This design comes from an exercise in tuning for small area, a short achievable clock period and few clock cycles on the open sky130 flow, not from production work. Only simulation tests tie the RTL to the original design; equivalence was not proved. Power is estimated from default activity; no workload was simulated.

garnet:
==> flow/design.v (excerpt) <==
module dlt645_rx (
    input  wire        clk,
    input  wire        rst,           
    input  wire        strict,        
    input  wire        in_valid,
    output wire        in_ready,
    input  wire [31:0] in_data,
    input  wire [2:0]  in_nbytes,     
    output reg         out_valid,
    input  wire        out_ready,
    output reg         out_is_result,
    output reg  [31:0] out_data,
    output wire [2:0]  out_nbytes,
    output wire        out_ok,
    output reg  [2:0]  out_cause,
    output wire [15:0] out_count,
    output reg  [15:0] out_pre,       
    output reg  [47:0] out_addr,
    output reg  [7:0]  out_ctrl,
    output reg  [7:0]  out_len,
    output reg  [7:0]  out_cs,
    output reg  [7:0]  out_end
);
    localparam [7:0] PRE_BYTE   = 8'hFE;
    localparam [7:0] START_BYTE = 8'h68;
    localparam [7:0] END_BYTE   = 8'h16;
    localparam [2:0] C_NONE         = 3'd0;
    localparam [2:0] C_WRONG_START1 = 3'd1;
    localparam [2:0] C_WRONG_START2 = 3'd2;
    localparam [2:0] C_BAD_CHECKSUM = 3'd4;
    localparam [2:0] C_WRONG_END    = 3'd5;
    localparam [1:0] S_PRE  = 2'd0;    
    localparam [1:0] S_HDR  = 2'd1;    
    localparam [1:0] S_BODY = 2'd2;    
    reg        strict_r;
    reg [31:0] bd;              
    reg [3:0]  bn;              
    reg [3:0]  dm;              
    reg [31:0] qd;              
    reg [3:0]  qn;
    reg        qf;
    reg [1:0]  st;
    reg [15:0] cnt;
    reg [7:0]  sum_s, sum_c;    
    reg [23:0] pack;            
    reg        out_last;        
    reg [15:0] out_n;           
    wire go = !out_valid || out_ready;
    wire pre_st  = (st == S_PRE);
    wire hdr_st  = (st == S_HDR);
    wire body_st = (st == S_BODY);
    wire [3:0] o  = cnt[3:0];
    wire [9:0] ne = cnt[9:0];
    wire [7:0] b [0:3];
    assign b[0] = bd[7:0];
    assign b[1] = bd[15:8];
    assign b[2] = bd[23:16];
    assign b[3] = bd[31:24];
    wire [3:0] v = bn & ~dm;    
    wire [3:0] fe, s68, e16;
    genvar gi;
    generate
        for (gi = 0; gi < 4; gi = gi + 1) begin : cmp
            assign fe[gi]  = (b[gi] == PRE_BYTE);
            assign s68[gi] = (b[gi] == START_BYTE);
            assign e16[gi] = (b[gi] == END_BYTE);
        end
    endgenerate
    wire [3:0] skip  = fe | dm;
  ...
==> flow/config.mk <==
export PLATFORM = sky130hd
export DESIGN_NAME = dlt645_rx
export DESIGN_NICKNAME = dlt645_rx
export VERILOG_FILES = /design/flow/design.v
export SDC_FILE = /design/flow/constraint.sdc
export NUM_CORES = 4
export LEC_CHECK = 0
export CAP_MARGIN = 20
export CORE_MARGIN = 2
export CORE_UTILIZATION = 40
export SLEW_MARGIN = 20
==> flow/constraint.sdc <==
create_clock -name core_clock -period 4.0 [get_ports {clk}]
set_input_delay 0.8000 -clock core_clock [delete_from_list [all_inputs] [get_ports {clk}]]
set_output_delay 0.8000 -clock core_clock [all_outputs]
set_load 0.01 [all_outputs]
run.sh (not shown) runs the stock make flow with config.mk's settings and CLKGATE_MAP_FILE= SYNTH_SCRIPT=/design/flow/synth_recipe.tcl, a recipe that flattens the netlist after the stock synthesis.
garnet: all stages complete, timing, DRC and antenna checks passed
Testbench counts of garnet, summed over its fixed seeds: cycles 8,100.
> inputs changed (garnet -> onyx)
Settings: CTS_CLUSTER_DIAMETER: unset -> 100; GPL_TIMING_DRIVEN: unset -> 0; CTS_CLUSTER_SIZE: unset -> 30.
Findings:
Looking at the reports, garnet completed the entire flow and the layout it produced met the timing, design-rule and antenna checks.
In onyx the implementation completed, yet the final layout does not meet the checks, the culprit being setup timing.
Diff garnet -> onyx: maximum fanout encountered on the critical timing path saw a decrease; maximum frequency saw a decrease.
Proportion of cell area occupied by registers: lower on onyx
Side by side, met1 usage in global routing turned out higher in onyx than in garnet.
In the flow results for onyx and garnet, the final critical-path share of the clock period is smaller on garnet.
Taking garnet as the reference, in onyx total power consumption of the routed design shows a reduction of 0.40 mW, cell area shows an increase of 530 µm², post-synthesis to final-layout area growth shows an increase of 2.8 points, non-clock buffer area fraction after layout shows a reduction of 0.73 points.

what the ideal ports hide:
The flow's constraints put no driver on any port. The routed layouts listed below were extracted and timed again, unchanged, in two steps. Step 1 sets driving cells, clkbuf_16 on the clock port and buf_2 on the other inputs (assumed; they add their load-dependent delay and slew). Step 2 adds t to the input delays and takes it off the output delays; t is the mean of the earliest and latest rising clock arrival at the registers after step 1. Input paths then give back, and output paths get back, about the clock's delay inside the block. a / b / c = ideal ports / drivers / drivers and shift; a / b = the first two.
| run | t, ns | setup slack, ns | latest minus earliest clock arrival (ns) | slew at the worst register clock pin (ns) |
|---|---|---|---|---|
| garnet | 0.639 | 0.075 / 0.075 / 0.075 | 0.014 / 0.013 | 0.07 / 0.07 |
| onyx | 0.584 | -0.165 / -0.165 / -0.165 | 0.018 / 0.018 | 0.11 / 0.11 |
